From an optimization exercise on the open Yosys and OpenROAD flow, aimed at small area and a short achievable clock period; shortcuts taken in it are not production practice. The RTL was checked by simulation tests, not by an equivalence proof against the original design.

==> flow/design.v, too long to show whole: its modules and the start of the top module <==
// module o22a_cell: 9 lines
// module inv_cell: 6 lines
// module booth_enc: 10 lines
// module o22ai_cell: 9 lines
// module xnor2_cell: 7 lines
// module mux2i_cell: 8 lines
// module fa_cell: 10 lines
// module ha_cell: 9 lines
// module fft_butterfly_r2: 6758 lines
module fft_butterfly_r2 (
    input  wire        clk,
    input  wire        rst,
    input  wire        in_valid,
    input  wire        inverse,
    input  wire [31:0] a_re,
    input  wire [31:0] a_im,
    input  wire [31:0] b_re,
    input  wire [31:0] b_im,
    input  wire [31:0] w_re,
    input  wire [31:0] w_im,
    output reg         out_valid,
    output reg  [31:0] x0_re,
    output reg  [31:0] x0_im,
    output reg  [31:0] x1_re,
    output reg  [31:0] x1_im
);
  // ...
==> flow/flow/run.sh <==
#!/bin/bash
# Layout flow: the standard synthesis, then the standard layout
# steps (floorplan, place, cts, route, finish) with these settings changed:
#  - ports are buffered with buf_1 cells (repair upsizes them where the
#    timing needs it) instead of the resizer's default choice, a slow
#    delay cell;
#  - the clock tree clusters at most 15 flip-flops within 50 um under each
#    leaf buffer (clkbuf_8), and adds no dummy loads.
# Each step's full output goes to a log file of its own in this folder.
set -euo pipefail
SETUP_MARGIN=62.35
KNOBS=("SETUP_SLACK_MARGIN=$SETUP_MARGIN"
       "BUFFER_PORTS_ARGS=-buffer_cell sky130_fd_sc_hd__buf_1"
       "CTS_ARGS=-sink_clustering_enable -repair_clock_nets -sink_clustering_size 15 -sink_clustering_max_diameter 50 -sink_clustering_buffer sky130_fd_sc_hd__clkbuf_8 -dont_use_dummy_load")
bash standard.sh synth > synth.log 2>&1
bash standard.sh "${KNOBS[@]}" floorplan > floorplan.log 2>&1
bash standard.sh "${KNOBS[@]}" place > place.log 2>&1
bash standard.sh "${KNOBS[@]}" cts > cts.log 2>&1
bash standard.sh "${KNOBS[@]}" finish > finish.log 2>&1
==> flow/standard.sh <==
#!/bin/bash
# synth_recipe.tcl (not shown) runs the flow's synth.tcl, then flattens the netlist and writes it again
# the make line also repeats each setting of config.mk as NAME=value (left out here)
make -C /OpenROAD-flow-scripts/flow DESIGN_CONFIG=/design/flow/config.mk WORK_HOME=/design/flow/orfs CLKGATE_MAP_FILE= SYNTH_SCRIPT=/design/flow/synth_recipe.tcl "${@:-finish}"
==> flow/config.mk <==
export PLATFORM = sky130hd
export DESIGN_NAME = fft_butterfly_r2
export DESIGN_NICKNAME = fft_butterfly_r2
export VERILOG_FILES = /design/flow/design.v
export SDC_FILE = /design/flow/constraint.sdc
export NUM_CORES = 8
export LEC_CHECK = 0
export CAP_MARGIN = 5
export CORE_MARGIN = 2
export CORE_UTILIZATION = 63
export SETUP_SLACK_MARGIN = 2
export SLEW_MARGIN = 5
export SYNTH_HIERARCHICAL = 1
==> flow/constraint.sdc <==
create_clock -name core_clock -period 80.0 [get_ports {clk}]
set_input_delay 16.0000 -clock core_clock [delete_from_list [all_inputs] [get_ports {clk}]]
set_output_delay 16.0000 -clock core_clock [all_outputs]
set_load 0.01 [all_outputs]
==> metrics.md, run 1 <==
| Metric | Value |
|---|---|
| Biggest area consumer among synthesized cells | `sky130_fd_sc_hd__fa_1` |
| Dominant cell by count in the synthesized netlist | `sky130_fd_sc_hd__o22ai_1` |
| Largest register FFs | `128` |
| Setup repair after global routing missed its margin | `yes` |
| Actual slew at the worst max-slew pin | `1302 ps` |
| Non-clock buffer total of the final layout | `619` |
| Number of warnings printed during yosys synthesis | `7` |
| Fraction of area in clock buffers and inverters | `0.9370%` |
| CTS tree | `built` |
| Leading register cell type out of synthesis | `sky130_fd_sc_hd__dfxtp_1` |
| Status | `finished clean` |
| Worst setup slack for register-to-register paths | `63280 ps` |
| Core Footprint | `180700 um2` |
| Post-synth EDFFs | `0` |
| Kind of end point of the critical path | `primary output` |
| Worst-path cell chain | `buf_1` |
| Highest achievable clock rate | `57.93 MHz` |
| CTS clock-pin slew for the worst setup and hold paths | `90 ps` |
| Source of the critical timing path | `x1_im[23]` |
| Sinks on Clock Net | `644` |
| Cell types with the highest counts after synthesis | `sky130_fd_sc_hd__o22ai_1, sky130_fd_sc_hd__xnor2_1, sky130_fd_sc_hd__nand2_1, sky130_fd_sc_hd__inv_1, sky130_fd_sc_hd__fa_1` |
| Area-dominant class | `multi-input combinational cells` |
| Remaining design rule violation count | `0` |
| Cell depth of the worst hold path | `0` |
| Routed Antenna Nets | `0` |
| Growth of design area from synthesis to finish | `6.939%` |
| Post-synthesis async set-or-reset flop share | `0%` |
| Area taken by multi-input logic gates | `97370 um2` |
| CTS Buf Count | `76` |
| Wire length of the first global-routing pass | `670200 um` |
==> run 2: changes to the inputs <==
==> flow/flow/run.sh (replaced) <==
#!/bin/bash
# Layout flow: the standard synthesis, then the standard layout
# steps (floorplan, place, cts, route, finish) with these changes:
#  - ports are buffered with buf_1 cells instead of the resizer's default
#    choice, a slow delay cell;
#  - before detailed placement, the output port buffers and the
#    flip-flops that drive them are upsized to drive strength 2
#    (flow/size_outputs.tcl);
#  - the clock tree clusters at most 15 flip-flops within 50 um under each
#    leaf buffer (clkbuf_8), and adds no dummy loads.
# Each step's full output goes to a log file of its own in this folder.
set -euo pipefail
SETUP_MARGIN=62.45
KNOBS=("SETUP_SLACK_MARGIN=$SETUP_MARGIN"
       "BUFFER_PORTS_ARGS=-buffer_cell sky130_fd_sc_hd__buf_1"
       "CTS_ARGS=-sink_clustering_enable -repair_clock_nets -sink_clustering_size 15 -sink_clustering_max_diameter 50 -sink_clustering_buffer sky130_fd_sc_hd__clkbuf_8 -dont_use_dummy_load")
RES="$PWD/orfs/results/$FLOW_PLATFORM/fft_butterfly_r2/base"
bash standard.sh synth > synth.log 2>&1
bash standard.sh "${KNOBS[@]}" floorplan > floorplan.log 2>&1
bash standard.sh "${KNOBS[@]}" "$RES/3_4_place_resized.odb" > place_gp.log 2>&1
SIZE_LIB="$FLOW_HOME/platforms/$FLOW_PLATFORM/lib/sky130_fd_sc_hd__tt_025C_1v80.lib" \
SIZE_ODB="$RES/3_4_place_resized.odb" \
    openroad -no_init -exit flow/size_outputs.tcl > size_outputs.log 2>&1
bash standard.sh "${KNOBS[@]}" place > place.log 2>&1
bash standard.sh "${KNOBS[@]}" cts > cts.log 2>&1
bash standard.sh "${KNOBS[@]}" finish > finish.log 2>&1
==> flow/flow/size_outputs.tcl (new file) <==
# Upsize the flip-flops that drive output ports, and the output port
# buffers, from drive strength 1 to 2 (cell types unchanged). Runs on the
# placement before detailed placement, which then legalizes it.
read_liberty $::env(SIZE_LIB)
read_db $::env(SIZE_ODB)
set nbuf 0
set nff 0
foreach port [get_ports -filter "direction==output"] {
  set net [get_nets [get_full_name $port]]
  foreach pin [get_pins -of_objects $net -filter "direction==output"] {
    set inst [get_cells -of_objects $pin]
    if {[get_property $inst ref_name] eq "sky130_fd_sc_hd__buf_1"} {
      replace_cell $inst sky130_fd_sc_hd__buf_2
      incr nbuf
    }
    foreach ipin [get_pins -of_objects $inst -filter "direction==input"] {
      set inet [get_nets -of_objects $ipin]
      foreach dpin [get_pins -of_objects $inet -filter "direction==output"] {
        set ff [get_cells -of_objects $dpin]
        if {[get_property $ff ref_name] eq "sky130_fd_sc_hd__dfxtp_1"} {
          replace_cell $ff sky130_fd_sc_hd__dfxtp_2
          incr nff
        }
      }
    }
  }
}
puts "resized $nbuf output buffers and $nff flip-flops"
write_db $::env(SIZE_ODB)
--- a/flow/config.mk
+++ b/flow/config.mk
@@ -7,7 +7,7 @@
 export LEC_CHECK = 0
 export CAP_MARGIN = 5
 export CORE_MARGIN = 2
-export CORE_UTILIZATION = 63
+export CORE_UTILIZATION = 60
 export SETUP_SLACK_MARGIN = 2
 export SLEW_MARGIN = 5
 export SYNTH_HIERARCHICAL = 1
==> run 2 against run 1 <==
Largest cell class unchanged. Clock-buffer cell count shrank 1. Routed wire length is 1.8% higher. Final area is 0.69% higher. Non-clock buffer count increased by 42. Setup slack gained 53 ps. First-iteration DRC count fell by 2.9%. Flip-flop and latch count unchanged. Critical endpoint is now x0_im[23]. Critical path type unchanged. Die area grew 5.0%. Clock skew is 6.5 ps higher. Cell count up 1.0%. Synthesized area did not move.
==> metrics.md, run 2 <==
| Metric | Value |
|---|---|
| Clock Tree Buf Depth | `3` |
| Biggest cell delay along the critical path | `360 ps` |
| Die height | `440.8 um` |
| Vias after detailed routing | `118600` |
| CTS clock-pin slew for the worst setup and hold paths | `80 ps (about the same)` |
| Data arrival time at the worst-slack endpoint | `1210 ps` |
| Synthesized-area fraction occupied by adder cells | `29.71%` |
| Number of pins exceeding their max-slew limit in the final report | `0` |
| Minimum setup slack after placement | `61710 ps` |
| Ports | `325` |
| Via count of the first global-routing pass | `116700` |
| Share of the synthesized area in the top cell type | `18.32%` |
| Yosys cell types | `116` |
| Vias per Instance | `7.008` |
| Number of DRC markers in iteration 0 | `15030` |
| Sequential fraction of the synthesis area | `11.26%` |
| Total global routing overflow | `0` |
| Dominant combinational cell family by area after synthesis | `adder cells` |
| Highest achievable clock rate | `58.11 MHz (+0.31%)` |
| Max-capacitance violation count | `0` |
| Compound-gate portion of the synthesized area | `24.71%` |
| Proportion of synthesized area in mux cells | `1.454%` |
| Min Clock Period, post-route | `17210 ps` |
| CP top delay family | `flip-flops` |
| Final number of setup-violating endpoints | `0` |
| CTS Buf Count | `75 (-1.3%)` |
| Worst-path cell chain | `buf_2` |
| Largest net degree at the start of global routing | `83` |
| Number of warnings printed during yosys synthesis | `7 (unchanged)` |
| Leading register cell type out of synthesis | `sky130_fd_sc_hd__dfxtp_1` |
| Min Hold Slack | `265.1 ps` |
| Number of antenna violations at the first check in global routing | `11` |
| Actual slew at the worst max-slew pin | `1358 ps (+55.55 ps)` |
| Critical path startpoint category | `register` |
| Worst Path Class, Setup | `reg -> out` |
| Setup repair after global routing missed its margin | `no` |
| Die width | `440.8 um` |
| Sinks on Clock Net | `644 (unchanged)` |
| Dominant cell by count in the synthesized netlist | `sky130_fd_sc_hd__o22ai_1` |
| Status | `finished clean` |
| Die area | `194300 um2` |
| Final weighted congestion in routability-driven placement | `1.020` |
| Xor and xnor fraction of the mapped netlist area | `14.05%` |
| Bufs and invs on worst path | `1` |
| Most flop-heavy register | `r1_prod` |
| Area contributors post-synth | `sky130_fd_sc_hd__fa_1, sky130_fd_sc_hd__o22ai_1, sky130_fd_sc_hd__xnor2_1, sky130_fd_sc_hd__ha_1, sky130_fd_sc_hd__dfxtp_1` |
| Starting Density | `60.27%` |
| CP max-delay cell | `sky130_fd_sc_hd__dfxtp_2` |
| Final-layout fill cell count | `16330` |
| Global routing usage summed across all routing layers | `44.89%` |
| Routed Antenna Nets | `0 (unchanged)` |
| Share of layout cells above drive strength 1 | `7.195%` |
| Post-synth EDFFs | `0 (unchanged)` |
| Largest register FFs | `128 (unchanged)` |
| Final nets | `16700` |
| Post-Synthesis Cell Area | `114500 um2` |
| Core utilization of the finished layout | `64.89%` |
| Period Utilization, post-route | `21.51%` |
| Core Footprint | `190000 um2 (+5.1%)` |
| Total wire length after detailed routing | `453000 um` |
| Biggest area consumer among synthesized cells | `sky130_fd_sc_hd__fa_1` |
| Relative slew margins | `8.796%` |
| CTS tree | `built` |
| HP Class | `reg -> reg` |
| Mean routed wirelength per cell | `26.76 um` |
| H-Tree Level Count | `3` |
| Average cell area after synthesis | `8.230 um2` |
| Post-synthesis async set-or-reset flop share | `0% (unchanged)` |
| Biggest fanout along the worst timing path | `1` |
| Remaining design rule violation count | `0 (unchanged)` |
| Skew-Pair Late Insertion Delay | `720 ps` |
| Synthesized-area fraction occupied by and/or/nand/nor cells | `14.22%` |
| Count of input and output buffers | `324` |
| Worst-case setup margin in the final layout | `62790 ps` |
| Commonest non-fill, non-tap cell in the layout | `sky130_fd_sc_hd__o22ai_1` |
| Leading cell types in the layout, fill and taps excluded | `sky130_fd_sc_hd__o22ai_1, sky130_fd_sc_hd__xnor2_1, sky130_fd_sc_hd__nand2_1` |
| Cell types with the highest counts after synthesis | `sky130_fd_sc_hd__o22ai_1, sky130_fd_sc_hd__xnor2_1, sky130_fd_sc_hd__nand2_1, sky130_fd_sc_hd__inv_1, sky130_fd_sc_hd__fa_1` |
| Root buffer cell | `sky130_fd_sc_hd__clkbuf_16` |
| Wire length of the first global-routing pass | `679900 um (+1.4%)` |
| Setup Total Neg Slack | `0 ps` |
| First-pass DRT Iterations | `13` |
| Growth of design area from synthesis to finish | `7.672%` |
| Synthesized netlist cell count | `13910` |
| Final setup skew | `81.31 ps` |
| Register bit total from synthesis | `644` |
| Final Hold Viols | `0` |
| HPWL Detailed | `335000 um` |
| Largest registers | `r1_prod x128, r2_t x64` |
| Required time reported for the critical path endpoint | `64000 ps` |
| Kind of end point of the critical path | `primary output` |
| Number of rows created at floorplan | `160` |
## run 2: changes by cell type in the layout (fill, tap and decap cells not counted), sizes merged
cell,previous run,this run
buf,616,657
diode,13,4
inv,1116,1114
clkinvlp,30,31
o22ai,2387,2386
## run 2: area by class of cell
class | count | area (um2) | area share, %
repair inverters | 12 | 62.56 | 0.05075
repair buffers | 661 | 4100 | 3.326
clock buffers | 75 | 1134 | 0.9195
diodes | 4 | 10.01 | 0.008119
inverters | 1135 | 4332 | 3.514
multi-input cells | 11890 | 97360 | 78.98
well taps | 2511 | 3142 | 2.548
flip-flops and latches | 644 | 13140 | 10.66
## run 2: layer usage
| metal | vias up | global-route usage [%] | share of wire, % |
|---|---|---|---|
| met5 | - | 0.8933 | 0.083 |
| met4 | 20 | 31.56 | 8.8 |
| met3 | 2536 | 15.56 | 13 |
| met2 | 8524 | 68.16 | 43 |
| met1 | 55940 | 52.94 | 35 |
| li1 | 51620 | - | - |
## run 2: repair_timing
item                                    in CTS  in global routing
setup buffers                                2                 38
hold buffers                                 0                  0
endpoints found under the setup margin     139                209
cloned                                       2                 15
pin swaps                                    1                 12
resized for setup                           20                100
## run 2: cell families (layout without fill, tap and decap cells)
logic type	Yosys count	in the layout
AO/OA/AOI/OAI	4347	4348
buffers and inverters	1390	1883
adder cells (fa/ha/maj)	2090	2090
other	1	10
XOR/XNOR	1829	1829
AND/OR/NAND/NOR	3454	3454
multiplexers	158	159
flip-flops	644	644
## run 2: per-module statistics from Yosys, one instance, submodules excluded
| module | cells | flops+latches | cell area [um2] | times used |
|---|---|---|---|---|
| inv_cell | 1 | 0 | 3.754 | 160 |
| xnor2_cell | 1 | 0 | 8.758 | 1104 |
| o22ai_cell | 1 | 0 | 6.256 | 2336 |
| fa_cell | 1 | 0 | 20.02 | 1032 |
| booth_enc | 4 | 0 | 30.03 | 24 |
| o22a_cell | 1 | 0 | 8.758 | 254 |
| ha_cell | 1 | 0 | 12.51 | 356 |
| fft_butterfly_r2 | 8575 | 644 | 61560 | 1 |
## run 2: worst paths after layout
kind,endpoint,startpoint,slack (ps),cells after the start
max,x0_im[23],x0_im[23],62790,1
min,r2_aim[2],r1_aim[2],270,0
max reg2reg,x1_im[13],r2_aim[24],63360,72
min reg2reg,r2_aim[2],r1_aim[2],270,0
## run 2: through the flow
| stage | instances | instance area, um2 |
|---|---|---|
| finish | 16930 | 123300 |
| global route | 16920 | 123300 |
| CTS | 16870 | 122300 |
| detailed placement | 16790 | 121100 |
| global placement | 16790 | 120700 |
| floorplan | 13920 | 114500 |

-- what the ideal ports hide --
How much do the figures lean on ideal ports? The routed layouts below were timed once more, with nothing changed but the port constraints. Step 1 assumes that a clkbuf_16 drives the clock port and a buf_2 every other input. Step 2 times the ports against the registers' clock, not the clock port: input delays grow and output delays shrink by t, the midpoint of the rising clock arrivals with the driver on. a / b / c = no drivers / after step 1 / after step 2; a / b = the first two.
run | shift t [ns] | setup WS [ns] | worst slew at a driven data input, ns
run 1 | 0.764 | 62.738 / 62.632 / 63.279 | 0.07
run 2 | 0.782 | 62.791 / 62.694 / 63.357 | 0.07
After both steps every run listed still meets setup and hold.
